Context: an optimization exercise on an open-source flow, tuned for small area, a short achievable clock period and few clock cycles per item. The choices shown serve that exercise and are no tape-out recipe. Only simulation tests tie the RTL to the original design; equivalence was not proved. Power is estimated from default activity; no workload was simulated.

==> flow/design.v <==
module bcu (
    input  wire         clk,
    input  wire         rst,             
    input  wire         cmd_valid,
    output wire         cmd_ready,
    input  wire [127:0] cmd,
    output wire         rsp_valid,
    input  wire         rsp_ready,
    output wire [127:0] rsp
);
    localparam CAP = 32;
    localparam F_INVALID_ID = 4'd1, F_VALUE_RANGE = 4'd2, F_TRUNCATED = 4'd3, F_RESERVED_SIZE = 4'd4,
               F_WIDTH_RANGE = 4'd5, F_OVERFLOW = 4'd6, F_ILLEGAL = 4'd7, F_ADDR_RANGE = 4'd8;
    reg [255:0] mem;                     
    reg [5:0]   len;                     
    reg [31:0]  pos;                     
    reg [7:0]   ent_id;
    reg [2:0]   ent_size;
    reg [31:0]  ent_value;
    reg         ent_valid;               
    reg         rv;
    reg [3:0]   r_status;
    reg         r_ent;                   
    reg [2:0]   r_size;                  
    reg         r_tl;                    
    reg         r_pos;                   
    reg [1:0]   r_k;
    reg         r_xoff;                  
    reg [55:0]  r_x;                     
    function [5:0] width_of;
        input [2:0] c;
        case (c)
            3'd0: width_of = 6'd0;
            3'd1: width_of = 6'd1;
            3'd2: width_of = 6'd2;
            3'd3: width_of = 6'd4;
            3'd4: width_of = 6'd8;
            3'd5: width_of = 6'd16;
            default: width_of = 6'd32;
        endcase
    endfunction
    function [2:0] classify;
        input [31:0] v;
        if (v == 32'd0)              classify = 3'd0;
        else if (v[31:1] == 31'd0)   classify = 3'd1;
        else if (v[31:2] == 30'd0)   classify = 3'd2;
        else if (v[31:4] == 28'd0)   classify = 3'd3;
        else if (v[31:8] == 24'd0)   classify = 3'd4;
        else if (v[31:16] == 16'd0)  classify = 3'd5;
        else                         classify = 3'd6;
    endfunction
    function rd_ok;
        input       hi;
        input [7:0] lo;
        input [5:0] l;
        rd_ok = !hi && ({1'b0, lo[7:3]} + 6'd8 <= l);
    endfunction
    function [6:0] grown;
        input [7:0] lo;
        input [5:0] l;
        reg   [5:0] need;
        reg   [5:0] gap;
        begin
            need = {1'b0, lo[7:3]} + 6'd8;
            gap  = need - l;
            if (need <= l) grown = {1'b0, l};
            else           grown = {1'b0, l} + {1'b0, (gap + 6'd7) & 6'b111000};
        end
    endfunction
    assign rsp_valid = rv;
    wire        o_entv  = r_ent & ent_valid;
    wire [2:0]  o_size  = o_entv ? ent_size : (r_ent ? 3'd0 : r_size);
    wire [5:0]  o_tlen  = r_tl ? 6'd11 + width_of(o_size) : 6'd0;
    wire [7:0]  o_id    = o_entv ? ent_id : 8'd0;
    wire        o_valid = o_entv;
    wire [25:0] pos_hi1 = pos[31:6] + 26'd1;      
    wire [6:0]  o_plo   = {1'b0, pos[5:0]} + {3'd0, r_k[1], 1'b0, r_k[0], r_k[0]};
    wire [31:0] o_pos   = {o_plo[6] ? pos_hi1 : pos[31:6], o_plo[5:0]};
    wire [31:0] o_off   = r_pos ? o_pos : (r_xoff ? r_x[31:0] : 32'd0);
    wire [55:0] o_data  = r_xoff ? 56'd0 : o_entv ? {24'd0, ent_value} : r_ent ? 56'd0 : r_x;
    assign rsp = {8'd0, o_data, o_off, o_valid, 1'b0, o_tlen, 5'd0, o_size, o_id, 4'd0, r_status};
    wire [7:0]  c_op   = cmd[7:0];
    wire [15:0] c_a    = cmd[23:8];
    wire [31:0] c_off  = cmd[55:24];
    wire [7:0]  c_rsv  = cmd[63:56];
    wire [63:0] c_data = cmd[127:64];
    wire a_z = (c_a == 16'd0);
    wire o_z = (c_off == 32'd0);
    wire d_z = (c_data == 64'd0);
    wire op_cls  = (c_op == 8'h01);
    wire op_wid  = (c_op == 8'h02);
    wire op_rdf  = (c_op == 8'h03);
    wire op_wrf  = (c_op == 8'h04);
    wire op_dec  = (c_op == 8'h05);
    wire op_enc  = (c_op == 8'h06);
    wire op_setp = (c_op == 8'h07);
    wire op_gst  = (c_op == 8'h08);
    wire op_gent = (c_op == 8'h09);
    wire op_clr  = (c_op == 8'h0A);
    wire op_push = (c_op == 8'h0B);
    wire op_pad  = (c_op == 8'h0C);
    wire op_bget = (c_op == 8'h0D);
    wire legal = (c_rsv == 8'd0) && (
                 (op_cls  && a_z && o_z) ||
                 (op_wid  && o_z && d_z) ||
                 (op_rdf  && d_z) ||
                  op_wrf ||
                 (op_dec  && a_z && o_z && d_z) ||
                 (op_enc  && o_z) ||
                 (op_setp && a_z && d_z) ||
                 (op_gst  && a_z && o_z && d_z) ||
                 (op_gent && a_z && o_z && d_z) ||
                 (op_clr  && o_z && d_z) ||
                 (op_push && o_z && d_z) ||
                 (op_pad  && o_z && d_z) ||
                 (op_bget && a_z && d_z));
    wire [3:0] o4    = c_op[3:0];
    wire u_dec  = (o4 == 4'h5);
    wire u_enc  = (o4 == 4'h6);
    wire u_push = (o4 == 4'hB);
    wire u_rdf  = (o4 == 4'h3);
    wire u_wrf  = (o4 == 4'h4);
    wire u_clr  = (o4 == 4'hA);
    wire u_setp = (o4 == 4'h7);
    reg        t_p, t_l, t_o;            
    reg        t_rd;                     
    reg  [7:0] loff;                     
    reg        loff_v;                   
    wire unit_ok = (u_dec  & t_p & t_rd) | (u_enc & t_p & ~t_rd) | (u_push & t_l & ~t_rd) |
                   (u_rdf  & t_o & t_rd & loff_v) | (u_wrf & t_o & ~t_rd & loff_v) |
                   ~(u_dec | u_enc | u_push | u_rdf | u_wrf);
    assign cmd_ready = (~rv | rsp_ready) & (unit_ok | ~cmd_valid);
    wire   take      = cmd_valid & cmd_ready;
    always @(posedge clk) begin
        if (rst) begin
            t_p    <= 1'b1;
            t_l    <= 1'b0;
            t_o    <= 1'b0;
            t_rd   <= 1'b1;
            loff_v <= 1'b0;
        end else if (cmd_valid & ~unit_ok) begin
            t_p    <= u_dec | u_enc;
            t_l    <= u_push;
            t_o    <= u_rdf | u_wrf;
            t_rd   <= u_dec | u_rdf;
            loff_v <= u_rdf | u_wrf;
        end else if (take) begin
            if (u_clr | u_setp) begin
                t_p  <= 1'b1;
                t_l  <= 1'b0;
                t_o  <= 1'b0;
                t_rd <= u_setp;
            end
            loff_v <= 1'b0;
        end
    end
    always @(posedge clk) begin
        if (cmd_valid & ~unit_ok)
            loff <= c_off[7:0];
    end
    function [3:0] rowoh;
        input [4:0] b;
        input [2:0] j;
        reg   [3:0] h;                   
        reg         c;                   
        begin
            h = 4'd1 << b[4:3];
            case (j)
                3'd0: c = |b[2:0];
                3'd1: c = b[2] | b[1];
                3'd2: c = b[2] | (b[1] & b[0]);
                3'd3: c = b[2];
                3'd4: c = b[2] & (b[1] | b[0]);
                3'd5: c = b[2] & b[1];
                3'd6: c = &b[2:0];
                default: c = 1'b0;
            endcase
            rowoh = c ? {h[2:0], h[3]} : h;
        end
    endfunction
    genvar gj;
    wire [7:0] wo   = ({8{t_p}} & pos[7:0]) | ({8{t_l}} & {len[4:0], 3'b000}) |
                      ({8{t_o}} & loff);
    wire [4:0] wb   = wo[7:3];
    wire [5:0] amt  = wo[5:0];
    wire [3:0]  roh [0:7];
    wire [63:0] bankwin;                 
    generate
        for (gj = 0; gj < 8; gj = gj + 1) begin : g_bank
            assign roh[gj] = rowoh(wb, gj);
            assign bankwin[8*gj +: 8] = ({8{roh[gj][0]}} & mem[      8*gj +: 8]) |
                                        ({8{roh[gj][1]}} & mem[ 64 + 8*gj +: 8]) |
                                        ({8{roh[gj][2]}} & mem[128 + 8*gj +: 8]) |
                                        ({8{roh[gj][3]}} & mem[192 + 8*gj +: 8]);
        end
    endgenerate
    wire [63:0] brow = c_off[4:3] == 2'd0 ? mem[ 63:  0] :
                       c_off[4:3] == 2'd1 ? mem[127: 64] :
                       c_off[4:3] == 2'd2 ? mem[191:128] : mem[255:192];
    wire [7:0]  bget_byte = brow[8*c_off[2:0] +: 8];
    wire cz16 = |c_data[31:16];
    wire cz8  = |c_data[15:8];
    wire cz4  = |c_data[7:4];
    wire cz2  = |c_data[3:2];
    wire [6:0] ec;                       
    assign ec[6] = cz16;
    assign ec[5] = ~cz16 & cz8;
    assign ec[4] = ~cz16 & ~cz8 & cz4;
    assign ec[3] = ~cz16 & ~cz8 & ~cz4 & cz2;
    assign ec[2] = ~cz16 & ~cz8 & ~cz4 & ~cz2 & c_data[1];
    assign ec[1] = ~cz16 & ~cz8 & ~cz4 & ~cz2 & ~c_data[1] & c_data[0];
    assign ec[0] = ~cz16 & ~cz8 & ~cz4 & ~cz2 & ~c_data[1] & ~c_data[0];
    wire [2:0]  enc_c  = {ec[4] | ec[5] | ec[6], ec[2] | ec[3] | ec[6], ec[1] | ec[3] | ec[5]};
    wire [5:0]  enc_w  = width_of(enc_c);
    wire [55:0] wr_val = t_o ? c_data[55:0] :
                               {c_data[55:43], c_data[31:0], enc_c, c_a[7:0]};
    wire [63:0] wr_rev;
    wire [63:0] rot_in;
    wire [63:0] wr_rot;
    generate
        for (gj = 0; gj < 64; gj = gj + 1) begin : g_rev
            if (gj < 8) assign wr_rev[gj] = 1'b0;
            else        assign wr_rev[gj] = wr_val[63 - gj];
        end
    endgenerate
    assign rot_in = t_rd ? bankwin : wr_rev;
    wire [127:0] rot_sh = {rot_in, rot_in} >> amt;
    wire [63:0]  rot    = rot_sh[63:0];
    wire [63:0]  rd_win = rot;           
    generate
        for (gj = 0; gj < 64; gj = gj + 1) begin : g_wrot
            assign wr_rot[gj] = rot[63 - gj];
        end
    endgenerate
    wire [6:0] encw_e0 = {1'b0, pos[5:0]} + 7'd11;
    wire [6:0] encw_e1 = {1'b0, pos[5:0]} + 7'd12;
    wire [6:0] encw_e2 = {1'b0, pos[5:0]} + 7'd13;
    wire [6:0] encw_e3 = {1'b0, pos[5:0]} + 7'd15;
    wire [6:0] encw_e4 = {1'b0, pos[5:0]} + 7'd19;
    wire [6:0] encw_e5 = {1'b0, pos[5:0]} + 7'd27;
    wire [6:0] encw_e6 = {1'b0, pos[5:0]} + 7'd43;
    wire [6:0] encw_end = ({7{ec[0]}} & encw_e0) | ({7{ec[1]}} & encw_e1) |
                          ({7{ec[2]}} & encw_e2) | ({7{ec[3]}} & encw_e3) |
                          ({7{ec[4]}} & encw_e4) | ({7{ec[5]}} & encw_e5) |
                          ({7{ec[6]}} & encw_e6);
    wire [6:0] wrf_end  = {1'b0, loff[5:0]} + {1'b0, c_a[5:0]};
    wire [5:0] wr_end  = ({6{t_p}} & encw_end[5:0]) |
                         ({6{t_o}} & wrf_end[5:0]) |
                         ({6{t_l}} & {len[2:0] + 3'd1, 3'b000});
    wire       wr_wrap = (t_p & encw_end[6]) | (t_o & wrf_end[6]) | (t_l & (len[2:0] == 3'd7));
    wire [7:0] a_hi = 8'd1 << amt[5:3];
    wire [7:0] a_lo = 8'd1 << amt[2:0];
    wire [7:0] e_hi = 8'd1 << wr_end[5:3];
    wire [7:0] e_lo = 8'd1 << wr_end[2:0];
    wire [63:0] wr_mask;
    genvar gq, gb;
    generate
        for (gq = 0; gq < 8; gq = gq + 1) begin : g_mq
            for (gb = 0; gb < 8; gb = gb + 1) begin : g_mb
                wire ge = (|a_hi[gq:0] & ~a_hi[gq]) | (a_hi[gq] & |a_lo[gb:0]);
                wire lt = (|e_hi[7:gq] & ~e_hi[gq]) | (e_hi[gq] & ~|e_lo[gb:0]);
                assign wr_mask[8*gq + gb] = wr_wrap ? (ge | lt) : (ge & lt);
            end
        end
    endgenerate
    wire [8:0] p8lo  = {1'b0, pos[7:0]} + 9'd8;
    wire [8:0] p11lo = {1'b0, pos[7:0]} + 9'd11;
    wire hi_p0  = (pos[31:8]   != 24'd0);
    wire hi_p1  = hi_p0 | p8lo[8];
    wire hi_p2  = hi_p0 | p11lo[8];
    wire hi_off = (c_off[31:8] != 24'd0);
    wire ok_p0  = rd_ok(hi_p0,  pos[7:0],   len);
    wire ok_p1  = rd_ok(hi_p1,  p8lo[7:0],  len);
    wire ok_p2  = rd_ok(hi_p2,  p11lo[7:0], len);
    wire ok_off = rd_ok(hi_off, loff, len);       
    wire [6:0] gl_p2  = grown(p11lo[7:0], len);
    wire [6:0] gl_off = grown(loff, len);
    wire ovf_p2  = hi_p2  || (gl_p2  > CAP);
    wire ovf_off = hi_off || (gl_off > CAP);
    wire [7:0]  d_id = rd_win[7:0];
    wire [2:0]  d_sz = rd_win[10:8];
    reg  [31:0] d_vmask;
    always @* begin
        case (d_sz)
            3'd0: d_vmask = 32'h0000_0000;
            3'd1: d_vmask = 32'h0000_0001;
            3'd2: d_vmask = 32'h0000_0003;
            3'd3: d_vmask = 32'h0000_000F;
            3'd4: d_vmask = 32'h0000_00FF;
            3'd5: d_vmask = 32'h0000_FFFF;
            default: d_vmask = 32'hFFFF_FFFF;
        endcase
    end
    wire [31:0] d_val = rd_win[42:11] & d_vmask;
    wire [63:0] a_mask = (c_a[5:0] > 6'd56) ? 64'd0 : ((64'd1 << c_a[5:0]) - 64'd1);
    wire [55:0] rdf_val = rd_win[55:0] & a_mask[55:0];
    wire        wrf_big = ((c_data & ~a_mask) != 64'd0);
    wire        a_gt56  = (c_a > 16'd56);
    wire [6:0]  dc;                      
    generate
        for (gj = 0; gj < 7; gj = gj + 1) begin : g_dc
            assign dc[gj] = (d_sz == gj);
        end
    endgenerate
    wire [6:0]  ncls    = t_rd ? dc : ec;     
    wire [6:0]  pn_lo   = ({7{ncls[0]}} & encw_e0) | ({7{ncls[1]}} & encw_e1) |
                          ({7{ncls[2]}} & encw_e2) | ({7{ncls[3]}} & encw_e3) |
                          ({7{ncls[4]}} & encw_e4) | ({7{ncls[5]}} & encw_e5) |
                          ({7{ncls[6]}} & encw_e6);
    wire [31:0] pos_new = {pn_lo[6] ? pos_hi1 : pos[31:6], pn_lo[5:0]};
    reg         n_write;                 
    reg         n_clear;                 
    reg         n_len_we;
    reg [5:0]   n_len;
    reg         n_pos_we;
    reg [31:0]  n_pos;
    reg         n_ent_we;
    reg         n_ent_dec;               
    reg         n_ent_set;               
    reg [3:0]   n_status;
    reg         n_ent;
    reg [2:0]   n_size;
    reg         n_tl;
    reg         n_rpos;
    reg [1:0]   n_k;                     
    reg         n_xoff;
    reg [55:0]  n_x;
    always @* begin
        n_write   = 1'b0;
        n_clear   = 1'b0;
        n_len_we  = 1'b0;
        n_len     = len;
        n_pos_we  = 1'b0;
        n_pos     = pos_new;
        n_ent_we  = 1'b0;
        n_ent_dec = 1'b0;
        n_ent_set = 1'b0;
        n_status  = 4'd0;
        n_ent     = 1'b0;
        n_size    = 3'd0;
        n_tl      = 1'b0;
        n_rpos    = 1'b0;
        n_k       = 2'b00;
        n_xoff    = 1'b0;
        n_x       = 56'd0;
        if (!legal) begin
            n_status = F_ILLEGAL;
        end else if (op_cls) begin
            if (c_data[63:32] != 32'd0)
                n_status = F_VALUE_RANGE;
            else begin
                n_size = enc_c;
                n_tl   = 1'b1;
                n_x    = {50'd0, enc_w};
            end
        end else if (op_wid) begin
            if (c_a >= 16'd7) begin
                n_status = F_RESERVED_SIZE;
                n_xoff   = 1'b1;
                n_x      = {40'd0, c_a};
            end else begin
                n_size = c_a[2:0];
                n_tl   = 1'b1;
                n_x    = {50'd0, width_of(c_a[2:0])};
            end
        end else if (op_rdf) begin
            if (a_gt56) begin
                n_status = F_WIDTH_RANGE;
                n_xoff   = 1'b1;
                n_x      = {40'd0, c_a};
            end else if (!ok_off) begin
                n_status = F_TRUNCATED;
                n_xoff   = 1'b1;
                n_x      = {24'd0, c_off};
            end else
                n_x = rdf_val;
        end else if (op_wrf) begin
            if (a_gt56) begin
                n_status = F_WIDTH_RANGE;
                n_xoff   = 1'b1;
                n_x      = {40'd0, c_a};
            end else if (wrf_big)
                n_status = F_VALUE_RANGE;
            else if (ovf_off) begin
                n_status = F_OVERFLOW;
                n_xoff   = 1'b1;
                n_x      = {24'd0, c_off};
            end else begin
                n_write  = 1'b1;
                n_len_we = 1'b1;
                n_len    = gl_off[5:0];
            end
        end else if (op_dec) begin
            if (!ok_p0) begin
                n_status = F_TRUNCATED;
                n_rpos   = 1'b1;
            end else if (d_id == 8'd0) begin
                n_ent_we = 1'b1;                 
                n_ent    = 1'b1;
                n_tl     = 1'b1;
                n_rpos   = 1'b1;
                n_k      = 2'b11;
            end else if (!ok_p1) begin
                n_status = F_TRUNCATED;
                n_rpos   = 1'b1;
                n_k      = 2'b10;
            end else if (d_sz == 3'd7) begin
                n_status = F_RESERVED_SIZE;
                n_rpos   = 1'b1;
                n_k      = 2'b10;
            end else if (!ok_p2) begin
                n_status = F_TRUNCATED;
                n_rpos   = 1'b1;
                n_k      = 2'b11;
            end else begin
                n_ent_we  = 1'b1;
                n_ent_dec = 1'b1;
                n_ent_set = 1'b1;
                n_pos_we  = 1'b1;
                n_ent     = 1'b1;
                n_tl      = 1'b1;
                n_rpos    = 1'b1;
            end
        end else if (op_enc) begin
            if (c_a == 16'd0 || c_a > 16'd255) begin
                n_status = F_INVALID_ID;
                n_xoff   = 1'b1;
                n_x      = {40'd0, c_a};
            end else if (c_data[63:32] != 32'd0)
                n_status = F_VALUE_RANGE;
            else if (ovf_p2) begin
                n_status = F_OVERFLOW;
                n_rpos   = 1'b1;
            end else begin
                n_write   = 1'b1;
                n_len_we  = 1'b1;
                n_len     = gl_p2[5:0];
                n_ent_we  = 1'b1;
                n_ent_set = 1'b1;
                n_pos_we  = 1'b1;
                n_ent     = 1'b1;
                n_tl      = 1'b1;
                n_rpos    = 1'b1;
            end
        end else if (op_setp) begin
            n_pos_we = 1'b1;
            n_pos    = c_off;
        end else if (op_gst) begin
            n_rpos = 1'b1;
            n_x    = {50'd0, len};
        end else if (op_gent) begin
            n_ent = 1'b1;
            n_tl  = 1'b1;
        end else if (op_clr) begin
            if (c_a > CAP)
                n_status = F_OVERFLOW;
            else begin
                n_clear  = 1'b1;
                n_len_we = 1'b1;
                n_len    = c_a[5:0];
                n_pos_we = 1'b1;
                n_pos    = 32'd0;
                n_ent_we = 1'b1;
            end
        end else if (op_push) begin
            if (c_a > 16'd255)
                n_status = F_VALUE_RANGE;
            else if (len == CAP)
                n_status = F_OVERFLOW;
            else begin
                n_write  = 1'b1;
                n_len_we = 1'b1;
                n_len    = len + 6'd1;
            end
        end else if (op_pad) begin
            if (c_a[15:6] != 10'd0 || ({1'b0, len} + {1'b0, c_a[5:0]}) > 7'd32)
                n_status = F_OVERFLOW;
            else begin
                n_len_we = 1'b1;
                n_len    = len + c_a[5:0];
            end
        end else begin                   
            if (c_off[31:6] != 26'd0 || c_off[5:0] >= len) begin
                n_status = F_ADDR_RANGE;
                n_xoff   = 1'b1;
                n_x      = {24'd0, c_off};
            end else
                n_x = {48'd0, bget_byte};
        end
    end
    wire w_wrf    = op_wrf  & ~a_gt56 & ~wrf_big & ~ovf_off;
    wire w_enc    = op_enc  & ~a_z & (c_a[15:8] == 8'd0) & (c_data[63:32] == 32'd0) & ~ovf_p2;
    wire w_push   = op_push & (c_a[15:8] == 8'd0) & (len != CAP);
    wire do_write = take & legal & (w_wrf | w_enc | w_push);
    wire do_clear = rst | (take & n_clear);
    wire [63:0] wr_merged = do_clear ? 64'd0 : ((wr_rot & wr_mask) | (bankwin & ~wr_mask));
    genvar gr;
    generate
        for (gr = 0; gr < 4; gr = gr + 1) begin : g_row
            for (gj = 0; gj < 8; gj = gj + 1) begin : g_col
                wire hit = do_clear | (do_write & roh[gj][gr]);
                always @(posedge clk) begin
                    if (hit)
                        mem[64*gr + 8*gj +: 8] <= wr_merged[8*gj +: 8];
                end
            end
        end
    endgenerate
    always @(posedge clk) begin
        if (rst) begin
            rv        <= 1'b0;
            len       <= 6'd8;
            pos       <= 32'd0;
            ent_valid <= 1'b0;
        end else begin
            if (take) begin
                rv <= 1'b1;
                if (n_len_we) len <= n_len;
                if (n_pos_we) pos <= n_pos;
                if (n_ent_we) ent_valid <= n_ent_set;
            end else if (rsp_ready)
                rv <= 1'b0;
        end
    end
    always @(posedge clk) begin
        if (take && n_ent_set) begin
            if (n_ent_dec) begin
                ent_id    <= d_id;
                ent_size  <= d_sz;
                ent_value <= d_val;
            end else begin
                ent_id    <= c_a[7:0];
                ent_size  <= enc_c;
                ent_value <= c_data[31:0];
            end
        end
    end
    always @(posedge clk) begin
        if (take) begin
            r_status <= n_status;
            r_ent    <= n_ent;
            r_size   <= n_size;
            r_tl     <= n_tl;
            r_pos    <= n_rpos;
            r_k      <= n_k;
            r_xoff   <= n_xoff;
            r_x      <= n_x;
        end
    end
endmodule
==> flow/flow/run.sh <==
#!/bin/bash
# Layout flow: the standard flow (standard.sh), except that
#  - synthesis maps the logic with the ABC script in flow/abc_area.script
#    (an area-oriented mapping) instead of ORFS's; the registers and every
#    other synthesis step are the standard synthesis's;
#  - the port buffers are sky130_fd_sc_hd__buf_2 (ORFS picks a delay cell);
set -euo pipefail
here=$(pwd)
rm -rf "$here/cs_scripts"
cp -r "$FLOW_HOME/scripts" "$here/cs_scripts"
cp "$here/flow/abc_area.script" "$here/cs_scripts/abc_area.script"
bash standard.sh SCRIPTS_DIR="$here/cs_scripts" ABC_AREA=1 synth > "$here/synth.log" 2>&1
bash standard.sh "BUFFER_PORTS_ARGS=-buffer_cell sky130_fd_sc_hd__buf_2" SETUP_SLACK_MARGIN=6.5 finish > "$here/layout.log" 2>&1
==> flow/flow/abc_area.script <==
strash
&get -n
&fraig -x
&put
scorr
dc2
strash
&get -n
&dc2
&synch2
&nf -R 1000
&put
buffer -c
topo
stime -c
upsize -c
dnsize -c
==> flow/standard.sh <==
#!/bin/bash
# synth_recipe.tcl (not shown) runs the flow's synth.tcl, then flattens the netlist and writes it again
# the make line also repeats each setting of config.mk as NAME=value (left out here)
make -C /OpenROAD-flow-scripts/flow DESIGN_CONFIG=/design/flow/config.mk WORK_HOME=/design/flow/orfs CLKGATE_MAP_FILE= SYNTH_SCRIPT=/design/flow/synth_recipe.tcl "${@:-finish}"
==> flow/config.mk <==
export PLATFORM = sky130hd
export DESIGN_NAME = bcu
export DESIGN_NICKNAME = bcu
export VERILOG_FILES = /design/flow/design.v
export SDC_FILE = /design/flow/constraint.sdc
export NUM_CORES = 8
export LEC_CHECK = 0
export ABC_AREA = 1
export CAP_MARGIN = 30
export CORE_MARGIN = 2
export CORE_UTILIZATION = 45
export CTS_BUF_LIST = sky130_fd_sc_hd__clkbuf_4
export SETUP_SLACK_MARGIN = 5
export SLEW_MARGIN = 20
export TNS_END_PERCENT = 0
==> flow/constraint.sdc <==
create_clock -name core_clock -period 12.0 [get_ports {clk}]
set_input_delay 2.4000 -clock core_clock [delete_from_list [all_inputs] [get_ports {clk}]]
set_output_delay 2.4000 -clock core_clock [all_outputs]
set_load 0.01 [all_outputs]
==> impl_metrics.ini, run 1 <==
[status]
status = finished clean

[power]
p_per_area_nw_per_um2 = 114
switching_share = 0.390
p_clk_frac = 0.284
p_int_uw = 2900
seqPwrFrac = 0.386
ir_worst_vdd_mv = 0.110
power.static_leakage_uw = 0.0163
power_frac_comb = 0.329
finalPower_uw = 4760
switchingPower_uw = 1850

[synthesis]
yosysTopAreaCellShare = 0.324
yosysWarnings = 1
synthArstFlopShare = 0
syn_area_um2 = 34800
synth_ff_type = edfxtp_1
synth.distinct_cells = 103
ys_ff_latch = 421
yosysMostFrequentCell = nor2_1
synth-edff-count = 376
syn_avg_cell_area_um2 = 8.40
yosys.area.top_type = edfxtp_1
synth_area_leaders = edfxtp_1 (32%), nor2_1 (5.8%), nand2_1 (5.6%), a21oi_1 (5.2%), o21ai_0 (5.0%)
synth_cells = 4142
ys_top_cells_by_count = nor2_1 (535), nand2_1 (521), edfxtp_1 (376), a21oi_1 (363), o21ai_0 (347)
ys_seq_area_frac = 0.350

[global_route]
grt-ovfl-total = 0
antenna_found_initial = 32
grt_max_degree = 75
grt_pass1_vias = 35400
grt_usage = 0.452
grt_pass1_wl_um = 258000

[die]
ios = 262
chipHeight_um = 282
die-width_um = 282
die-area_um2 = 79600
initial_core_util = 0.457
coreArea_um2 = 76200
rows = 101

[clocking]
clk_pin_slew_ns = 0.06
clk_latency_ns = 1.01
numCtsBuffers = 112
h-tree-depth = 3
clock-sinks = 421
cts_tree = yes
cts_root_buf = clkbuf_4
clk_path_buf_depth = 3

[setup_path]
arrival_ns = 7.11
reg2reg_slack_ns = 5.86
end_kind = flip-flop
required_ns = 12.85
startpoint_type = input port
critPathMaxFanout = 9
crit_type = in2reg

[sta]
max-slew-margin-rel = 0.139
period_minus_slack_ns = 6.26
worst_pin_slew_ns = 1.28
hold_slack_ns = 0.463
rsz0062_at_grt = yes
slew_viol_final = 0
finalHoldViolations = 0
final.setup.tns_ns = 0
max_freq_mhz = 160
post-route-period-util = 0.522
finalSetupViolations = 0
skew_ns = 0.109

[drt]
firstDrtPassIters = 8
via_count = 38700
avgViaCountPerCell = 6.87
wire_per_inst_um = 33.2
ant_nets = 0
dr.first_iter.drc_count = 5857
wl_um = 187000
route.detailed.drc = 0

[placed_design]
gp_congestion = 1.07
portBuffers = 243
dp_hpwl_um = 138000

[final_layout]
layout.nets = 4717
fillers = 7281
multi_input_area_um2 = 22600
synthToLayoutAreaGrowth_pct = 20.1
layout-drive-gt1-share = 0.248
register_area_um2 = 12200

[job]
maxCapViolations = 0

[worst_hold_path]
min_path_type = reg2reg
==> repair_timing <==
item	4_1_cts	5_1_grt
gates cloned	3	8
gates resized for setup	208	189
pin swaps	51	81
hold buffers	0	0
setup endpoints to repair	731	732
setup buffers	78	72
==> metrics by stage <==
step | area (µm²) | worst slack [ns] | util | cells
2_1_floorplan | 35100 | 5.40 | - | 4159
3_3_place_gp | 37100 | 3.22 | 0.486 | 5226
6_report | 41800 | 5.74 | 0.549 | 5630
5_1_grt | 41800 | 5.70 | 0.548 | 5616
4_1_cts | 40300 | 5.78 | 0.528 | 5525
3_5_place_dp | 37200 | 3.07 | 0.488 | 5240
==> worst paths after layout <==
check / end / cells after the start / from
setup / recovery: pos[20]$_SDFFE_PP0P_ / 24 / cmd[65]
hold / removal: loff_v$_SDFFE_PP0P_ / 2 / loff_v$_SDFFE_PP0P_
hold reg to reg: loff_v$_SDFFE_PP0P_ / 2 / loff_v$_SDFFE_PP0P_
setup reg to reg: pos[20]$_SDFFE_PP0P_ / 29 / pos[7]$_SDFFE_PP0P_
==> layout make-up <==
type | instances | area share
flip-flops and latches | 421 | 0.292
clock buffers | 168 | 0.0302
multi-input cells | 3352 | 0.541
diodes | 21 | 0.00126
repair buffers | 521 | 0.0915
well taps | 1030 | 0.0308
inverters | 81 | 0.00778
clock inverters | 36 | 0.00518
==> flip-flops by register name, indices dropped and copies added, names as in the netlist <==
| register | cells |
|---|---|
| t_l | 1 |
| loff | 8 |
| ent_size | 3 |
| r_tl | 1 |
| rv | 1 |
| loff_v | 1 |
| r_xoff | 1 |
| ent_value | 32 |
| t_o | 1 |
| r_k | 2 |
| pos | 32 |
| ent_id | 8 |
| r_status | 4 |
| mem | 256 |
| ent_valid | 1 |
| t_p | 1 |
| len | 6 |
| r_ent | 1 |
| r_pos | 1 |
| r_size | 3 |
| r_x | 56 |
| t_rd | 1 |
==> critical path, cell delays in order <==
cell and delay (ns):
buf_2 0.23, nor2b_1 0.19, a211oi_1 0.91, a31oi_1 0.25, nand2_1 0.14, o21ai_1 0.10, o21ai_1 0.30, nor2_1 0.09
a21oi_2 0.16, nand2_1 0.08, nand2_2 0.12, o21ai_2 0.07, nor2_2 0.15, a21oi_4 0.08, buf_6 0.19, or2_4 0.26
o22a_4 0.24, o32a_1 0.30, nand3_2 0.07, and2_4 0.28, buf_12 0.16, a22o_1 0.13, a22oi_1 0.06, nor2_1 0.10
==> power by group through the flow <==
stage / Clock, µW / Combinational (µW) / Sequential [µW]
2_1_floorplan: 0 / 758 / 1810
3_3_place_gp: 0 / 1320 / 1860
3_5_place_dp: 0 / 1330 / 1860
4_1_cts: 1360 / 1390 / 1830
5_1_grt: 1440 / 1600 / 1840
6_report: 1350 / 1570 / 1840
==> logic make-up (layout without fill, tap and decap cells) <==
family | Yosys count | in the layout | synth area share
buffers and inverters | 389 | 806 | 0.0484
AOI/OAI and AO/OA | 1409 | 1409 | 0.264
other | 1 | 39 | 0.000108
muxes | 219 | 219 | 0.0792
and+or+nand+nor | 1498 | 1501 | 0.192
DFF | 421 | 421 | 0.350
xor gates and xnor gates | 79 | 79 | 0.0213
adders and majority gates | 126 | 126 | 0.0453
==> layout by cell type (no fill, tap or decap), types with 33 or more instances in the layout <==
cell	instances
nor3_1	50
a21o_1	51
mux2i_1	148
clkbuf_4	168
a22o_1	87
a21oi_1	333
a21oi_2	38
a22oi_1	102
a211oi_1	43
nor2b_1	36
dfxtp_1	33
a31oi_1	41
edfxtp_1	376
o21ai_1	46
and2_1	41
inv_1	72
buf_4	227
nand3_1	92
nor2_1	504
xor2_1	33
o21ai_0	314
ha_1	83
mux4_2	43
a221oi_1	38
nand2_1	487
buf_2	236
xnor2_1	36
==> layer usage <==
metal	global-route usage	part of all wire	up-vias
met2	0.676	0.42	3134
met3	0.136	0.13	820
li1	-	-	16300
met4	0.294	0.083	34
met5	0	0.0012	-
met1	0.566	0.36	18400
Testbench counts, summed over its fixed seeds: cycles 8,118, commands 8,046.
==> inputs of run 2 (changes only) <==
--- a/flow/design.v
+++ b/flow/design.v
@@ -154,2 +154,4 @@
             loff_v <= 1'b0;
+        end else if (!cmd_valid) begin
+            loff_v <= 1'b0;              
         end
--- a/flow/flow/run.sh
+++ b/flow/flow/run.sh
@@ -5,3 +5,6 @@
 #    other synthesis step are the standard synthesis's;
-#  - the port buffers are sky130_fd_sc_hd__buf_2 (ORFS picks a delay cell);
+#  - the port buffers are sky130_fd_sc_hd__buf_1 (ORFS picks a delay cell);
+#  - clock tree synthesis adds no dummy loads.
+# Each step's full output goes to a log file in this folder (and ORFS's own
+# logs under orfs/logs).
 set -euo pipefail
@@ -12,2 +15,2 @@
 bash standard.sh SCRIPTS_DIR="$here/cs_scripts" ABC_AREA=1 synth > "$here/synth.log" 2>&1
-bash standard.sh "BUFFER_PORTS_ARGS=-buffer_cell sky130_fd_sc_hd__buf_2" SETUP_SLACK_MARGIN=6.5 finish > "$here/layout.log" 2>&1
+bash standard.sh "BUFFER_PORTS_ARGS=-buffer_cell sky130_fd_sc_hd__buf_1" SETUP_SLACK_MARGIN=6.5 "CTS_ARGS=-sink_clustering_enable -repair_clock_nets -buf_list sky130_fd_sc_hd__clkbuf_4 -dont_use_dummy_load" finish > "$here/layout.log" 2>&1
==> impl_metrics.ini, run 2 <==
[drt]
wire_per_inst_um = 32.9
dr.first_iter.drc_count = 6161
route.detailed.drc = 0
via_count = 38200
avgViaCountPerCell = 6.88
ant_nets = 0
firstDrtPassIters = 7
wl_um = 183000

[synthesis]
ys_seq_area_frac = 0.348
ys_ff_latch = 421
syn_avg_cell_area_um2 = 8.38
synthArstFlopShare = 0
synth_area_leaders = edfxtp_1 (32%), a21oi_1 (5.9%), nand2_1 (5.7%), nor2_1 (5.4%), o21ai_0 (4.9%)
synth_cells = 4178
syn_area_um2 = 35000
ys_top_cells_by_count = nand2_1 (530), nor2_1 (500), a21oi_1 (412), edfxtp_1 (376), o21ai_0 (342)
synth_ff_type = edfxtp_1
synth-edff-count = 376
yosysMostFrequentCell = nand2_1
yosysTopAreaCellShare = 0.323
synth.distinct_cells = 103
yosys.area.top_type = edfxtp_1
yosysWarnings = 1

[worst_hold_path]
min_path_type = reg2reg

[global_route]
grt_max_degree = 89
gr-usage-met3 = 0.130
met2_usage = 0.667
grt-ovfl-total = 0
antenna_found_initial = 11
grt_pass1_wl_um = 255000
grt_pass1_vias = 35100
use_met1 = 0.550
busiest_layer = met2
grt_usage = 0.446

[sta]
max_freq_mhz = 155
final.setup.tns_ns = 0
max-slew-margin-rel = 0.174
period_minus_slack_ns = 6.45
worst_slack_ns = 5.55
slew_viol_final = 0
skew_ns = 0.135
worst_pin_slew_ns = 1.23
rsz0062_at_grt = yes
finalHoldViolations = 0
post-route-period-util = 0.537
finalSetupViolations = 0

[clocking]
cts_tree = yes
h-tree-depth = 3
numCtsBuffers = 111
clk_pin_slew_ns = 0.06
clk_path_buf_depth = 3
cts_root_buf = clkbuf_4
clock-sinks = 421
clk_latency_ns = 0.97
cts_hold_buf = 0

[placed_design]
gp_congestion = 1.06
portBuffers = 243
dp_worst_setup_slack_ns = 3.05
dp_cells = 5283
dp_hpwl_um = 135000

[setup_path]
end_kind = flip-flop
max_stage_delay_ns = 0.45
slowest_stage = nor4_4
critPathMaxFanout = 6
required_ns = 12.71
startpoint_type = input port
crit_type = in2reg
arrival_ns = 7.16

[power]
power.static_leakage_uw = 0.0151
p_per_area_nw_per_um2 = 100
finalPower_uw = 4100
ir_worst_vdd_mv = 0.0938

[final_layout]
multi_input_area_um2 = 22900
stdcell_count = 5547
fillers = 7490
largest_reg_flops = 256
reg_top3 = mem x256, r_x x56
layout.nets = 4728
synthToLayoutAreaGrowth_pct = 17.0
register_area_um2 = 12200
layout-drive-gt1-share = 0.197
largest_register = mem
utilization = 0.530
final_cell_mix = nand2_1 (507), nor2_1 (465), a21oi_1 (394), edfxtp_1 (376), o21ai_0 (305)
final_common_cell = nand2_1

[die]
die-area_um2 = 80000
ios = 262
initial_core_util = 0.453
coreArea_um2 = 77200
rows = 102
chipHeight_um = 283
die-width_um = 283

[job]
maxCapViolations = 0

[status]
status = finished clean
[run 2: cells by family (layout without fill, tap and decap cells)]
kind of cell / Yosys count / after routing / share of synthesized area
compound gates: 1488 / 1488 / 0.276
simple gates: 1484 / 1488 / 0.192
flops: 421 / 421 / 0.348
buf+inv: 399 / 698 / 0.0494
mux: 194 / 194 / 0.0706
fa+ha+maj: 116 / 116 / 0.0422
xor+xnor: 75 / 75 / 0.0207
other cells: 1 / 27 / 0.000107
[run 2: routing by layer]
metal | up-vias | part of all wire
met5 | - | 0.00075
li1 | 16200 | -
met4 | 10 | 0.092
met1 | 18000 | 0.36
met3 | 826 | 0.13
met2 | 3132 | 0.42
[run 2: power by group]
group	switching (µW)	total [µW]	leakage (µW)	internal, µW
registers	93.9	1820	0.00411	1730
clock network	547	960	0.000511	413
logic	910	1320	0.0104	410
total	1550	4100	0.0151	2550
[run 2: worst paths after layout]
kind / endpoint / from / slack (ns) / cells after the start
max reg2reg: ent_value[17]$_DFFE_PP_ / pos[7]$_SDFFE_PP0P_ / 5.78 / 28
max: pos[3]$_SDFFE_PP0P_ / cmd[76] / 5.55 / 29
min reg2reg: loff_v$_SDFFE_PP0P_ / loff_v$_SDFFE_PP0P_ / 0.52 / 2
min: loff_v$_SDFFE_PP0P_ / loff_v$_SDFFE_PP0P_ / 0.52 / 2
[run 2: timing repair]
| item | 4_1_cts | 5_1_grt |
|---|---|---|
| setup endpoints to repair | 733 | 724 |
| cloned | 11 | 1 |
| resized for setup | 268 | 121 |
| endpoints found under the hold margin | 0 | 0 |
| pin swaps | 55 | 57 |
| buffers inserted | 99 | 28 |
[run 2: layout make-up]
type | instances | share of cell area
Antenna cell | 9 | 0.000550
Clock buffer | 111 | 0.0203
Inverter | 95 | 0.00923
Multi-Input combinational cell | 3379 | 0.558
Sequential cell | 421 | 0.298
Tap cell | 1040 | 0.0318
Timing Repair Buffer | 489 | 0.0811
Timing Repair inverter | 3 | 0.000550
[run 2: per-stage QoR]
step | hold slack, ns | cell area [µm²]
2_1_floorplan | 0.477 | 35400
3_3_place_gp | 0.497 | 37000
3_5_place_dp | 0.504 | 37100
4_1_cts | 0.508 | 40200
5_1_grt | 0.543 | 40900
6_report | 0.520 | 41000
[run 2: worst max-delay path, delay by kind of cell]
kind	cells	cell delay [ns]
simple gates	14	2.54
buf+inv	3	0.40
mux	2	0.25
compound gates	10	1.55
Testbench counts of run 2, summed over its fixed seeds: cycles 8,118, commands 8,046.
==> inputs of run 3 (changes only) <==
--- a/flow/config.mk
+++ b/flow/config.mk
@@ -10,3 +10,3 @@
 export CORE_MARGIN = 2
-export CORE_UTILIZATION = 45
+export CORE_UTILIZATION = 48
 export CTS_BUF_LIST = sky130_fd_sc_hd__clkbuf_4
==> impl_metrics.ini, run 3 <==
[status]
status = finished clean

[die]
die-area_um2 = 75100
chipHeight_um = 274
rows = 99
initial_core_util = 0.482
die-width_um = 274
coreArea_um2 = 72600
ios = 262

[clocking]
cts_root_buf = clkbuf_4
numCtsBuffers = 108
clk_path_buf_depth = 3
clk_latency_ns = 1.02
cts_tree = yes
clk_pin_slew_ns = 0.06
clock-sinks = 421
h-tree-depth = 3

[synthesis]
yosys.area.top_type = edfxtp_1
synth_ff_type = edfxtp_1
muxShareOfSynthArea = 0.0706
ys_seq_area_frac = 0.348
synth_top_family_by_area = compound AO/OA/AOI/OAI gates
syn_avg_cell_area_um2 = 8.38
synth-xor-area-share = 0.0207
yosysMostFrequentCell = nand2_1
synth-simple-area-share = 0.192
yosysWarnings = 1
synthArstFlopShare = 0
synthAdderAreaFrac = 0.0422
synth_compound_area_frac = 0.276
yosysTopAreaCellShare = 0.323
synth-edff-count = 376
synth_cells = 4178
synth.distinct_cells = 103
ys_ff_latch = 421
syn_area_um2 = 35000
synth_area_leaders = edfxtp_1 (32%), a21oi_1 (5.9%), nand2_1 (5.7%), nor2_1 (5.4%), o21ai_0 (4.9%)
ys_top_cells_by_count = nand2_1 (530), nor2_1 (500), a21oi_1 (412), edfxtp_1 (376), o21ai_0 (342)

[final_layout]
synthToLayoutAreaGrowth_pct = 16.2
final_cell_mix = nand2_1 (510), nor2_1 (473), a21oi_1 (398), edfxtp_1 (376), o21ai_0 (308)
largest_register = mem
layout.nets = 4725
register_area_um2 = 12200
multi_input_area_um2 = 22700
layout-drive-gt1-share = 0.189
largest_reg_flops = 256
fillers = 6834
final_common_cell = nand2_1
reg_top3 = mem x256, r_x x56

[setup_path]
crit_type = in2reg
startpoint_type = input port
arrival_ns = 7.09
end_kind = flip-flop
required_ns = 12.61
critPathMaxFanout = 14

[placed_design]
gp_congestion = 1.10
portBuffers = 243
dp_worst_setup_slack_ns = 2.38
dp_hpwl_um = 135000

[sta]
max-slew-margin-rel = 0.191
max_freq_mhz = 154
post-route-period-util = 0.540
final.setup.tns_ns = 0
worst_pin_slew_ns = 1.21
skew_ns = 0.175
period_minus_slack_ns = 6.48
rsz0062_at_grt = yes
worst_slack_ns = 5.52
slew_viol_final = 0
finalHoldViolations = 0
finalSetupViolations = 0

[worst_hold_path]
min_path_type = reg2reg

[global_route]
grt_pass1_vias = 34900
grt-ovfl-total = 0
grt_pass1_wl_um = 254000
antenna_found_initial = 20
grt_usage = 0.473
grt_max_degree = 94

[power]
finalPower_uw = 4080
ir_worst_vdd_mv = 0.107
p_per_area_nw_per_um2 = 100
power.static_leakage_uw = 0.0150

[drt]
wire_per_inst_um = 33.4
firstDrtPassIters = 9
ant_nets = 0
wl_um = 183000
via_count = 38400
route.detailed.drc = 0
avgViaCountPerCell = 7.01
dr.first_iter.drc_count = 6120

[job]
maxCapViolations = 0
run 3: per-stage QoR:
stage                     cell area [µm²]  hold WS (ns)  utilization  instances
final                               40700         0.512        0.560       5471
after global routing                40600         0.540        0.560       5459
after CTS                           39900         0.514        0.549       5414
after detailed placement            37000         0.508        0.510       5197
after global placement              36900         0.502        0.508       5182
after floorplan                     35400         0.477            -       4195
run 3: final cells by class:
| cell class | count | area share |
|---|---|---|
| clock buffers | 108 | 0.0199 |
| repair buffers | 491 | 0.0825 |
| multi-input cells | 3380 | 0.557 |
| inverters | 95 | 0.00938 |
| diodes | 17 | 0.00105 |
| flip-flops and latches | 421 | 0.300 |
| well taps | 959 | 0.0295 |
run 3: final timing paths:
check	end	cells past startpoint	start	slack [ns]
max reg2reg	r_status[1]$_SDFFCE_PN1P_	29	t_p$_SDFFE_PP1P_	5.62
min reg2reg	loff_v$_SDFFE_PP0P_	2	loff_v$_SDFFE_PP0P_	0.51
min	loff_v$_SDFFE_PP0P_	2	loff_v$_SDFFE_PP0P_	0.51
max	mem[140]$_DFFE_PP_	16	cmd[72]	5.52
run 3: routing by layer:
layer  vias to the layer above  GRT usage  routed length [µm]
met5                         -          0                  75
met4                        12      0.372               17600
met3                       827      0.143               23100
met2                      3189      0.702               77300
met1                     18100      0.571               64700
li1                      16200          -                   -
run 3: kinds of logic (layout without fill, tap and decap cells):
kind of cell	Yosys count	after routing
adder cells (fa/ha/maj)	116	116
AO/OA/AOI/OAI	1488	1489
buffers and inverters	399	694
flip-flops	421	421
AND/OR/NAND/NOR	1484	1488
XOR/XNOR	75	75
multiplexers	194	194
other	1	35
run 3: critical path, stage by stage:
cell and delay, ns:
buf_1 0.07, buf_4 0.19, nor4_4 0.31, nand2_2 0.16, buf_4 0.18, buf_4 0.12, nand2_1 0.17, inv_1 0.14
o22a_1 0.23, o31ai_2 0.63, nand2_2 0.40, nor2_2 0.64, o21ai_0 0.25, o22ai_1 0.46, nor2_1 0.08, a211oi_1 0.65
run 3: what timing repair did:
| action | 4_1_cts | 5_1_grt |
|---|---|---|
| pin swaps | 58 | 44 |
| hold buffers | 0 | 0 |
| setup endpoints to repair | 733 | 730 |
| buffers inserted | 101 | 32 |
| resized for setup | 269 | 72 |
| cloned | 8 | 1 |
run 3: power breakdown:
part           total [µW]  internal (µW)  switching [µW]
registers            1820           1730            94.3
logic                1300            403             894
clock network         956            403             553
total                4080           2530            1540
==> inputs of run 4 (changes only) <==
--- a/flow/design.v
+++ b/flow/design.v
@@ -154,4 +154,2 @@
             loff_v <= 1'b0;
-        end else if (!cmd_valid) begin
-            loff_v <= 1'b0;              
         end
--- a/flow/config.mk
+++ b/flow/config.mk
@@ -10,3 +10,3 @@
 export CORE_MARGIN = 2
-export CORE_UTILIZATION = 48
+export CORE_UTILIZATION = 45
 export CTS_BUF_LIST = sky130_fd_sc_hd__clkbuf_4
==> impl_metrics.ini, run 4 <==
[placed_design]
dp_hpwl_um = 138000
dp_worst_setup_slack_ns = 3.30
portBuffers = 243
placed_area_um2 = 36900
gp_congestion = 1.09
dp_cells = 5243

[clocking]
clk_pin_slew_ns = 0.06
h-tree-depth = 3
clk_path_buf_depth = 3
clk_latency_ns = 0.97
clock-sinks = 421
numCtsBuffers = 114
cts_tree = yes
cts_hold_buf = 0
cts_root_buf = clkbuf_4

[synthesis]
synth_ff_type = edfxtp_1
ys_seq_area_frac = 0.350
yosys.area.top_type = edfxtp_1
syn_avg_cell_area_um2 = 8.40
yosysMostFrequentCell = nor2_1
ys_ff_latch = 421
synth_cells = 4142
syn_area_um2 = 34800
synth-edff-count = 376
yosysTopAreaCellShare = 0.324
ys_top_cells_by_count = nor2_1 (535), nand2_1 (521), edfxtp_1 (376), a21oi_1 (363), o21ai_0 (347)
synthArstFlopShare = 0
synth.distinct_cells = 103
yosysWarnings = 1
synth_area_leaders = edfxtp_1 (32%), nor2_1 (5.8%), nand2_1 (5.6%), a21oi_1 (5.2%), o21ai_0 (5.0%)

[global_route]
grt_pass1_wl_um = 257000
grt-ovfl-total = 0
grt_max_degree = 70
antenna_found_initial = 21
grt_usage = 0.452
grt_pass1_vias = 35000

[setup_path]
reg2reg_depth = 29
reg2reg_slack_ns = 5.83
end_kind = flip-flop
critPathMaxFanout = 7
required_ns = 12.73
r2r_start = t_p$_SDFFE_PP1P_
r2r_end = pos[20]$_SDFFE_PP0P_
arrival_ns = 7.02
crit_type = in2reg
startpoint_type = input port

[power]
power.static_leakage_uw = 0.0151
ir_worst_vdd_mv = 0.102
p_per_area_nw_per_um2 = 108

[job]
maxCapViolations = 0

[sta]
max_freq_mhz = 159
worst_pin_slew_ns = 1.17
skew_ns = 0.123
finalHoldViolations = 0
period_minus_slack_ns = 6.29
hold_slack_ns = 0.467
max-slew-margin-rel = 0.218
final.setup.tns_ns = 0
worst_slack_ns = 5.71
slew_viol_final = 0
finalSetupViolations = 0
rsz0062_at_grt = yes
post-route-period-util = 0.524

[die]
die-width_um = 282
die-area_um2 = 79600
rows = 101
initial_core_util = 0.457
chipHeight_um = 282
ios = 262
coreArea_um2 = 76200

[final_layout]
synthToLayoutAreaGrowth_pct = 16.6
layout-drive-gt1-share = 0.179
stdcell_count = 5501
reg_top3 = mem x256, r_x x56
final_cell_mix = nor2_1 (506), nand2_1 (496), edfxtp_1 (376), a21oi_1 (339), o21ai_0 (316)
layout.nets = 4687
largest_register = mem
final_common_cell = nor2_1
largest_reg_flops = 256
final_cell_area_um2 = 40600

[drt]
ant_nets = 0
wl_um = 186000
firstDrtPassIters = 19
avgViaCountPerCell = 6.98
via_count = 38400
wire_per_inst_um = 33.8
dr.first_iter.drc_count = 6095
route.detailed.drc = 0

[status]
status = finished clean

[worst_hold_path]
min_path_type = reg2reg
holdPathEnd = loff_v$_SDFFE_PP0P_
min_from = loff_v$_SDFFE_PP0P_
hold_depth = 2
run 4: final cells by class:
cell class                 count  area (µm²)
fill                        7375       35600
multi-input combinational   3353       22700
sequential                   421       12200
timing repair buffer         488        3190
tap                         1030        1290
clock buffer                 114         856
inverter                      81         323
antenna                       14        35.0
run 4: kinds of logic (layout without fill, tap and decap cells):
group,Yosys count,count (layout),synth area share
buffers and inverters,389,683,0.0484
adders and majority gates,126,126,0.0453
DFF,421,421,0.350
muxes,219,219,0.0792
other,1,32,0.000108
xor gates and xnor gates,79,79,0.0213
and+or+nand+nor,1498,1501,0.192
AOI/OAI and AO/OA,1409,1410,0.264
run 4: where the power goes:
group	total (µW)	internal, µW	switching, µW
registers	1830	1740	88.5
clock network	986	424	562
logic	1550	470	1080
run 4: repair_timing:
| action | in CTS | in global routing |
|---|---|---|
| buffers inserted | 74 | 44 |
| setup endpoints to repair | 730 | 730 |
| pin swaps | 51 | 58 |
| cloned | 5 | 3 |
| gates resized for setup | 236 | 150 |
run 4: metrics by stage:
| stage | total power, µW | util |
|---|---|---|
| floorplan | 2560 | - |
| global placement | 3170 | 0.483 |
| detailed placement | 3180 | 0.485 |
| CTS | 4220 | 0.518 |
| global route | 4480 | 0.532 |
| finish | 4370 | 0.533 |
run 4: worst max path at each step:
stage / from / end / slack, ns / cells after the start
5_1_grt: cmd[89] / pos[20]$_SDFFE_PP0P_ / 5.60 / 30
3_3_place_gp: cmd[91] / ent_value[25]$_DFFE_PP_ / 3.32 / 25
2_1_floorplan: cmd[12] / mem[100]$_DFFE_PP_ / 5.40 / 25
6_report: cmd[67] / mem[20]$_DFFE_PP_ / 5.71 / 16
3_5_place_dp: cmd[91] / pos[29]$_SDFFE_PP0P_ / 3.30 / 28
4_1_cts: cmd[2] / cmd_ready / 5.80 / 7
run 4: worst max-delay path: stages:
cell and delay (ns):
buf_1 0.68, nor4_4 0.13, buf_4 0.20, nand3b_1 0.12
buf_4 0.21, o21ai_0 0.09, or3_1 0.45, a22oi_1 0.69
nor2_1 0.25, nor2_1 0.42, inv_1 0.08, a21oi_1 0.20
nand2_1 0.07, a21oi_1 0.51, nor2b_1 0.12, a211oi_2 0.39
run 4: layer usage:
| layer | wire length, µm | share of wire | track usage | vias to the layer above |
|---|---|---|---|---|
| met4 | 16300 | 0.088 | 0.322 | 20 |
| met2 | 77600 | 0.42 | 0.669 | 3267 |
| met1 | 66600 | 0.36 | 0.558 | 18200 |
| met5 | 139 | 0.00075 | 0 | - |
| li1 | - | - | - | 16100 |
| met3 | 25300 | 0.14 | 0.140 | 813 |
Testbench counts of run 4, summed over its fixed seeds: cycles 8,118, commands 8,046.
==> inputs of run 5 (changes only) <==
--- a/flow/flow/run.sh
+++ b/flow/flow/run.sh
@@ -6,3 +6,3 @@
 #  - the port buffers are sky130_fd_sc_hd__buf_1 (ORFS picks a delay cell);
-#  - clock tree synthesis adds no dummy loads.
+#  - clock tree synthesis adds no dummy loads and clusters up to 6 sinks.
 # Each step's full output goes to a log file in this folder (and ORFS's own
@@ -15,2 +15,2 @@
 bash standard.sh SCRIPTS_DIR="$here/cs_scripts" ABC_AREA=1 synth > "$here/synth.log" 2>&1
-bash standard.sh "BUFFER_PORTS_ARGS=-buffer_cell sky130_fd_sc_hd__buf_1" SETUP_SLACK_MARGIN=6.5 "CTS_ARGS=-sink_clustering_enable -repair_clock_nets -buf_list sky130_fd_sc_hd__clkbuf_4 -dont_use_dummy_load" finish > "$here/layout.log" 2>&1
+bash standard.sh "BUFFER_PORTS_ARGS=-buffer_cell sky130_fd_sc_hd__buf_1" SETUP_SLACK_MARGIN=6.5 "CTS_ARGS=-sink_clustering_enable -repair_clock_nets -buf_list sky130_fd_sc_hd__clkbuf_4 -dont_use_dummy_load -sink_clustering_size 6 -sink_clustering_max_diameter 40" finish > "$here/layout.log" 2>&1
==> impl_metrics.ini, run 5 <==
[status]
status = finished clean

[synthesis]
syn_avg_cell_area_um2 = 8.40
synth_ff_type = edfxtp_1
syn_area_um2 = 34800
synth-edff-count = 376
synth_area_leaders = edfxtp_1 (32%), nor2_1 (5.8%), nand2_1 (5.6%), a21oi_1 (5.2%), o21ai_0 (5.0%)
synthArstFlopShare = 0
yosysMostFrequentCell = nor2_1
ys_ff_latch = 421
synth.distinct_cells = 103
yosysTopAreaCellShare = 0.324
ys_top_cells_by_count = nor2_1 (535), nand2_1 (521), edfxtp_1 (376), a21oi_1 (363), o21ai_0 (347)
synth_cells = 4142
yosys.area.top_type = edfxtp_1
ys_seq_area_frac = 0.350
yosysWarnings = 1

[clocking]
cts_root_buf = clkbuf_4
h-tree-depth = 3
clk_path_buf_depth = 3
clk_pin_slew_ns = 0.05
clock-sinks = 421
clk_latency_ns = 0.94
cts_hold_buf = 0
numCtsBuffers = 96
cts_tree = yes

[sta]
max-slew-margin-rel = 0.210
max_freq_mhz = 155
finalHoldViolations = 0
worst_slack_ns = 5.57
final.setup.tns_ns = 0
period_minus_slack_ns = 6.43
worst_pin_slew_ns = 1.17
slew_viol_final = 0
finalSetupViolations = 0
skew_ns = 0.132
post-route-period-util = 0.536
rsz0062_at_grt = yes

[setup_path]
r2r_end = pos[29]$_SDFFE_PP0P_
worstPathCellList = buf_1 -> nor4_2 -> nand2_2 -> buf_4 -> nand2_1 -> o22ai_1 -> a21oi_1 -> nand2_1 -> o41ai_2 -> and3_2 -> buf_4 -> nand2_1 -> o211a_1 -> o22ai_1 -> nor2_1 -> a211oi_1
reg2reg_slack_ns = 5.75
max_stage_delay_ns = 0.79
end_kind = flip-flop
arrival_ns = 7.01
reg2reg_depth = 29
required_ns = 12.58
startpoint_type = input port
crit_top_cell = nand2_1
path_buf_inv = 3
crit_family = compound AO/OA/AOI/OAI gates
critPathMaxFanout = 56
r2r_start = t_p$_SDFFE_PP1P_
slowest_stage = a211oi_1
crit_type = in2reg

[die]
coreArea_um2 = 76200
initial_core_util = 0.457
chipHeight_um = 282
die-area_um2 = 79600
die-width_um = 282
ios = 262
rows = 101

[global_route]
grt_pass1_wl_um = 256000
grt_max_degree = 72
antenna_found_initial = 22
grt-ovfl-total = 0
grt_pass1_vias = 34800
grt_usage = 0.450

[placed_design]
gp_congestion = 1.09
dp_worst_setup_slack_ns = 3.30
portBuffers = 243
dp_hpwl_um = 138000
placed_area_um2 = 36900

[worst_hold_path]
min_path_type = reg2reg
hold_depth = 2
holdPathEnd = loff_v$_SDFFE_PP0P_
min_from = loff_v$_SDFFE_PP0P_

[power]
p_per_area_nw_per_um2 = 106
ir_worst_vdd_mv = 0.0827
p_clk_frac = 0.213
switchingPower_uw = 1720
power.static_leakage_uw = 0.0150
seqPwrFrac = 0.425
switching_share = 0.400
p_int_uw = 2580
power_frac_comb = 0.362

[drt]
ant_nets = 0
met3_wirelength_um = 24500
via_count = 38000
wl_um = 186000
route.detailed.drc = 0
top_layer_used = met5
wire_per_inst_um = 33.9
firstDrtPassIters = 10
wl_met1_um = 67300
dr.first_iter.drc_count = 6295
met2WireLength_um = 77200
avgViaCountPerCell = 6.92

[final_layout]
largest_reg_flops = 256
final_cell_mix = nor2_1 (505), nand2_1 (491), edfxtp_1 (376), a21oi_1 (338), o21ai_0 (317)
final_cell_area_um2 = 40500
layout.nets = 4673
reg_top3 = mem x256, r_x x56
final_common_cell = nor2_1
largest_register = mem
synthToLayoutAreaGrowth_pct = 16.4
fillers = 7382
layout-drive-gt1-share = 0.176

[job]
maxCapViolations = 0
[run 5: cell families after synthesis]
family | count (synthesis) | share of synthesized area
AO/OA/AOI/OAI | 1409 | 0.264
XOR/XNOR | 79 | 0.0213
adder cells (fa/ha/maj) | 126 | 0.0453
buffers and inverters | 389 | 0.0484
flip-flops | 421 | 0.350
multiplexers | 219 | 0.0792
other | 1 | 0.000108
AND/OR/NAND/NOR | 1498 | 0.192
[run 5: layer usage]
layer  track usage  vias up
met5             0        -
met3         0.140      846
met1         0.558    18100
met4         0.328       20
li1              -    16100
met2         0.662     3029
[run 5: power by group through the flow]
stage / logic, µW / registers [µW] / clock network, µW
2_1_floorplan: 758 / 1810 / 0
3_3_place_gp: 1320 / 1850 / 0
3_5_place_dp: 1330 / 1850 / 0
4_1_cts: 1400 / 1820 / 924
5_1_grt: 1580 / 1830 / 977
6_report: 1550 / 1830 / 916
[run 5: final cells by class]
type,count,area (µm²),area share
diodes,19,47.5,0.00117
clock buffers,96,721,0.0178
inverters,81,324,0.00800
multi-input cells,3352,22600,0.557
flip-flops and latches,421,12200,0.301
well taps,1030,1290,0.0318
repair buffers,493,3370,0.0832
[run 5: what timing repair did]
item | 4_1_cts | 5_1_grt
endpoints found under the setup margin | 729 | 731
setup buffers | 76 | 46
cloned | 4 | 4
pin swaps | 49 | 51
hold endpoints to repair | 0 | 0
gates resized for setup | 226 | 168
[run 5: how the worst max path moves through the flow]
stage,startpoint,to,slack [ns],cells past startpoint
2_1_floorplan,cmd[12],mem[100]$_DFFE_PP_,5.40,25
6_report,cmd[77],mem[237]$_DFFE_PP_,5.57,16
5_1_grt,cmd[89],pos[29]$_SDFFE_PP0P_,5.63,31
3_5_place_dp,cmd[91],pos[29]$_SDFFE_PP0P_,3.30,28
3_3_place_gp,cmd[91],ent_value[25]$_DFFE_PP_,3.32,25
4_1_cts,cmd[2],cmd_ready,5.80,7
[run 5: tightest hold or removal path, delay by kind of cell (launching register included)]
kind	cells	cell delay [ns]
DFF	1	0.31
and+or+nand+nor	1	0.05
AOI/OAI and AO/OA	1	0.06
[run 5: metrics by stage]
stage	util	hold WS, ns	power [µW]	cells
floorplan	-	0.436	2560	4159
global placement	0.483	0.448	3170	5231
detailed placement	0.485	0.458	3180	5243
CTS	0.516	0.465	4140	5419
global route	0.531	0.501	4390	5476
finish	0.532	0.469	4300	5492
==> inputs of run 6 (changes only) <==
--- a/flow/design.v
+++ b/flow/design.v
@@ -128,5 +128,5 @@
     reg        loff_v;                   
-    wire unit_ok = (u_dec  & t_p & t_rd) | (u_enc & t_p & ~t_rd) | (u_push & t_l & ~t_rd) |
-                   (u_rdf  & t_o & t_rd & loff_v) | (u_wrf & t_o & ~t_rd & loff_v) |
-                   ~(u_dec | u_enc | u_push | u_rdf | u_wrf);
+    reg ok_dec, ok_enc, ok_push, ok_rdf, ok_wrf;
+    wire unit_ok = ~((u_dec & ~ok_dec) | (u_enc & ~ok_enc) | (u_push & ~ok_push) |
+                     (u_rdf & ~ok_rdf) | (u_wrf & ~ok_wrf));
     assign cmd_ready = (~rv | rsp_ready) & (unit_ok | ~cmd_valid);
@@ -140,2 +140,3 @@
             loff_v <= 1'b0;
+            ok_dec <= 1'b1; ok_enc <= 1'b0; ok_push <= 1'b0; ok_rdf <= 1'b0; ok_wrf <= 1'b0;
         end else if (cmd_valid & ~unit_ok) begin
@@ -146,2 +147,3 @@
             loff_v <= u_rdf | u_wrf;
+            ok_dec <= u_dec; ok_enc <= u_enc; ok_push <= u_push; ok_rdf <= u_rdf; ok_wrf <= u_wrf;
         end else if (take) begin
@@ -152,4 +154,9 @@
                 t_rd <= u_setp;
+                ok_dec <= u_setp; ok_enc <= ~u_setp; ok_push <= 1'b0;
             end
             loff_v <= 1'b0;
+            ok_rdf <= 1'b0; ok_wrf <= 1'b0;
+        end else if (!cmd_valid) begin
+            loff_v <= 1'b0;              
+            ok_rdf <= 1'b0; ok_wrf <= 1'b0;
         end
--- a/flow/flow/run.sh
+++ b/flow/flow/run.sh
@@ -6,3 +6,3 @@
 #  - the port buffers are sky130_fd_sc_hd__buf_1 (ORFS picks a delay cell);
-#  - clock tree synthesis adds no dummy loads and clusters up to 6 sinks.
+#  - clock tree synthesis adds no dummy loads.
 # Each step's full output goes to a log file in this folder (and ORFS's own
@@ -15,2 +15,2 @@
 bash standard.sh SCRIPTS_DIR="$here/cs_scripts" ABC_AREA=1 synth > "$here/synth.log" 2>&1
-bash standard.sh "BUFFER_PORTS_ARGS=-buffer_cell sky130_fd_sc_hd__buf_1" SETUP_SLACK_MARGIN=6.5 "CTS_ARGS=-sink_clustering_enable -repair_clock_nets -buf_list sky130_fd_sc_hd__clkbuf_4 -dont_use_dummy_load -sink_clustering_size 6 -sink_clustering_max_diameter 40" finish > "$here/layout.log" 2>&1
+bash standard.sh "BUFFER_PORTS_ARGS=-buffer_cell sky130_fd_sc_hd__buf_1" SETUP_SLACK_MARGIN=6.5 "CTS_ARGS=-sink_clustering_enable -repair_clock_nets -buf_list sky130_fd_sc_hd__clkbuf_4 -dont_use_dummy_load" finish > "$here/layout.log" 2>&1
==> impl_metrics.ini, run 6 <==
[clocking]
h-tree-depth = 3
numCtsBuffers = 115
clk_latency_ns = 1.02
cts_tree = yes
cts_root_buf = clkbuf_4
clock-sinks = 424
cts_hold_buf = 0
clk_pin_slew_ns = 0.07
clk_path_buf_depth = 3

[placed_design]
gp_congestion = 1.04
portBuffers = 243
dp_hpwl_um = 137000
dp_worst_setup_slack_ns = 3.27

[synthesis]
synth_cells = 4150
synth.distinct_cells = 103
synthArstFlopShare = 0
ys_top_cells_by_count = nand2_1 (549), nor2_1 (483), edfxtp_1 (376), o21ai_0 (374), a21oi_1 (344)
yosys.area.top_type = edfxtp_1
ys_ff_latch = 424
synth-edff-count = 376
ys_seq_area_frac = 0.350
synth_ff_type = edfxtp_1
yosysTopAreaCellShare = 0.323
syn_area_um2 = 35000
yosysWarnings = 1
syn_avg_cell_area_um2 = 8.43
yosysMostFrequentCell = nand2_1
synth_area_leaders = edfxtp_1 (32%), nand2_1 (5.9%), o21ai_0 (5.4%), nor2_1 (5.2%), a21oi_1 (4.9%)

[setup_path]
reg2reg_depth = 29
arrival_ns = 7.35
critPathMaxFanout = 19
crit_top_cell = nand2_1
crit_type = reg2reg
crit_family = simple AND/OR/NAND/NOR gates
startpoint_type = flip-flop
required_ns = 12.71
path_buf_inv = 4
path_depth = 29
end_kind = flip-flop
slowest_stage = and2_2
max_stage_delay_ns = 0.44

[final_layout]
layout.nets = 4703
final_common_cell = nand2_1
reg_top3 = mem x256, r_x x56
synthToLayoutAreaGrowth_pct = 15.9
layout-drive-gt1-share = 0.174
final_cell_mix = nand2_1 (533), nor2_1 (461), edfxtp_1 (376), o21ai_0 (330), a21oi_1 (328)
largest_reg_flops = 256
largest_register = mem

[die]
ios = 262
initial_core_util = 0.453
die-area_um2 = 80000
die-width_um = 283
coreArea_um2 = 77200
chipHeight_um = 283
rows = 102

[worst_hold_path]
hold_depth = 2
min_path_type = reg2reg

[global_route]
grt_pass1_wl_um = 254000
grt-ovfl-total = 0
grt_usage = 0.444
grt_pass1_vias = 34800
antenna_found_initial = 19
grt_max_degree = 79

[sta]
final.setup.tns_ns = 0
worst_pin_slew_ns = 1.20
max_freq_mhz = 151
post-route-period-util = 0.553
worst_slack_ns = 5.36
slew_viol_final = 0
rsz0062_at_grt = yes
max-slew-margin-rel = 0.174
period_minus_slack_ns = 6.64
finalHoldViolations = 0
finalSetupViolations = 0
skew_ns = 0.134

[drt]
dr.first_iter.drc_count = 6231
wl_um = 185000
avgViaCountPerCell = 6.87
firstDrtPassIters = 10
route.detailed.drc = 0
wire_per_inst_um = 33.4
via_count = 38000
ant_nets = 0

[power]
power.static_leakage_uw = 0.0151
p_per_area_nw_per_um2 = 101
ir_worst_vdd_mv = 0.0937

[status]
status = finished clean

[job]
maxCapViolations = 0
==> run 6: cell types whose count changed in the layout (fill, tap and decap cells not counted), sizes merged, moves of 16 or more <==
| cell | before | now |
|---|---|---|
| a21o | 51 | 35 |
| mux4 | 43 | 27 |
| nand3 | 103 | 61 |
| a21oi | 377 | 351 |
| nor2b | 43 | 59 |
| nand2 | 534 | 576 |
| nor2 | 557 | 505 |
| o21ai | 385 | 422 |
| clkbuf | 107 | 126 |
| nor3 | 56 | 76 |
==> run 6: what timing repair did <==
| action | CTS | global route |
|---|---|---|
| pin swaps | 46 | 43 |
| endpoints found under the setup margin | 731 | 735 |
| setup buffers | 87 | 22 |
| gates resized for setup | 197 | 92 |
| cloned | 7 | 6 |
==> run 6: metrics by stage <==
stage | std cells | total power, µW | hold WS, ns | util | area, µm²
after global placement | 5251 | 2950 | 0.434 | 0.480 | 37100
final | 5529 | 4120 | 0.450 | 0.525 | 40600
after CTS | 5479 | 4030 | 0.452 | 0.515 | 39800
after floorplan | 4167 | 2430 | 0.423 | - | 35400
after detailed placement | 5270 | 2960 | 0.442 | 0.482 | 37200
after global routing | 5518 | 4230 | 0.496 | 0.525 | 40500
==> run 6: metal layers <==
layer	GRT usage	share of wire	vias up
met4	0.296	0.081	14
met1	0.560	0.37	18100
met3	0.124	0.13	720
met2	0.662	0.43	3056
met5	0	0.00080	-
li1	-	-	16200
==> run 6: where the power goes <==
part | switching [µW] | internal (µW) | total [µW]
registers | 81.9 | 1740 | 1820
logic | 894 | 399 | 1290
clock network | 576 | 428 | 1000
==> run 6: path summary, 6_finish.rpt <==
kind,from,endpoint,slack [ns]
worst max register to register,pos[4]$_SDFFE_PP0P_,ent_id[2]$_DFFE_PP_,5.36
worst max-delay path,pos[4]$_SDFFE_PP0P_,ent_id[2]$_DFFE_PP_,5.36
worst min register to register,ok_dec$_SDFFE_PP1P_,ok_dec$_SDFFE_PP1P_,0.45
worst min-delay path,ok_dec$_SDFFE_PP1P_,ok_dec$_SDFFE_PP1P_,0.45
==> run 6: cell families (layout without fill, tap and decap cells) <==
group,after synthesis,count (layout),share of synthesized area
flops,424,424,0.350
other cells,1,34,0.000107
compound gates,1444,1444,0.271
mux,216,216,0.0738
buf+inv,378,682,0.0475
xor+xnor,77,77,0.0210
simple gates,1488,1490,0.193
fa+ha+maj,122,122,0.0439
==> run 6: area by class of cell <==
cell class	count	area, µm²
multi-input combinational	3367	22600
timing repair buffer	486	3210
antenna	16	40.0
tap	1040	1300
fill	7487	36700
sequential	424	12300
inverter	78	302
timing repair inverter	3	22.5
clock buffer	115	863
==> run 6: worst register-to-register path, delay by kind of cell (launching register included) <==
kind	cells	cell delay, ns
XOR/XNOR	1	0.27
buffers and inverters	4	0.77
AO/OA/AOI/OAI	8	1.90
flip-flops	1	0.31
multiplexers	1	0.35
AND/OR/NAND/NOR	15	2.84
Testbench counts of run 6, summed over its fixed seeds: cycles 8,118, commands 8,046.

Re-timed with assumed drivers on the ports (clkbuf_16 on the clock, buf_2 on other inputs), run 6 has 5.360 ns of setup slack against 5.360 ns with ideal ports, and 4.363 ns once port delays also move by the mid clock arrival of 1.019 ns.
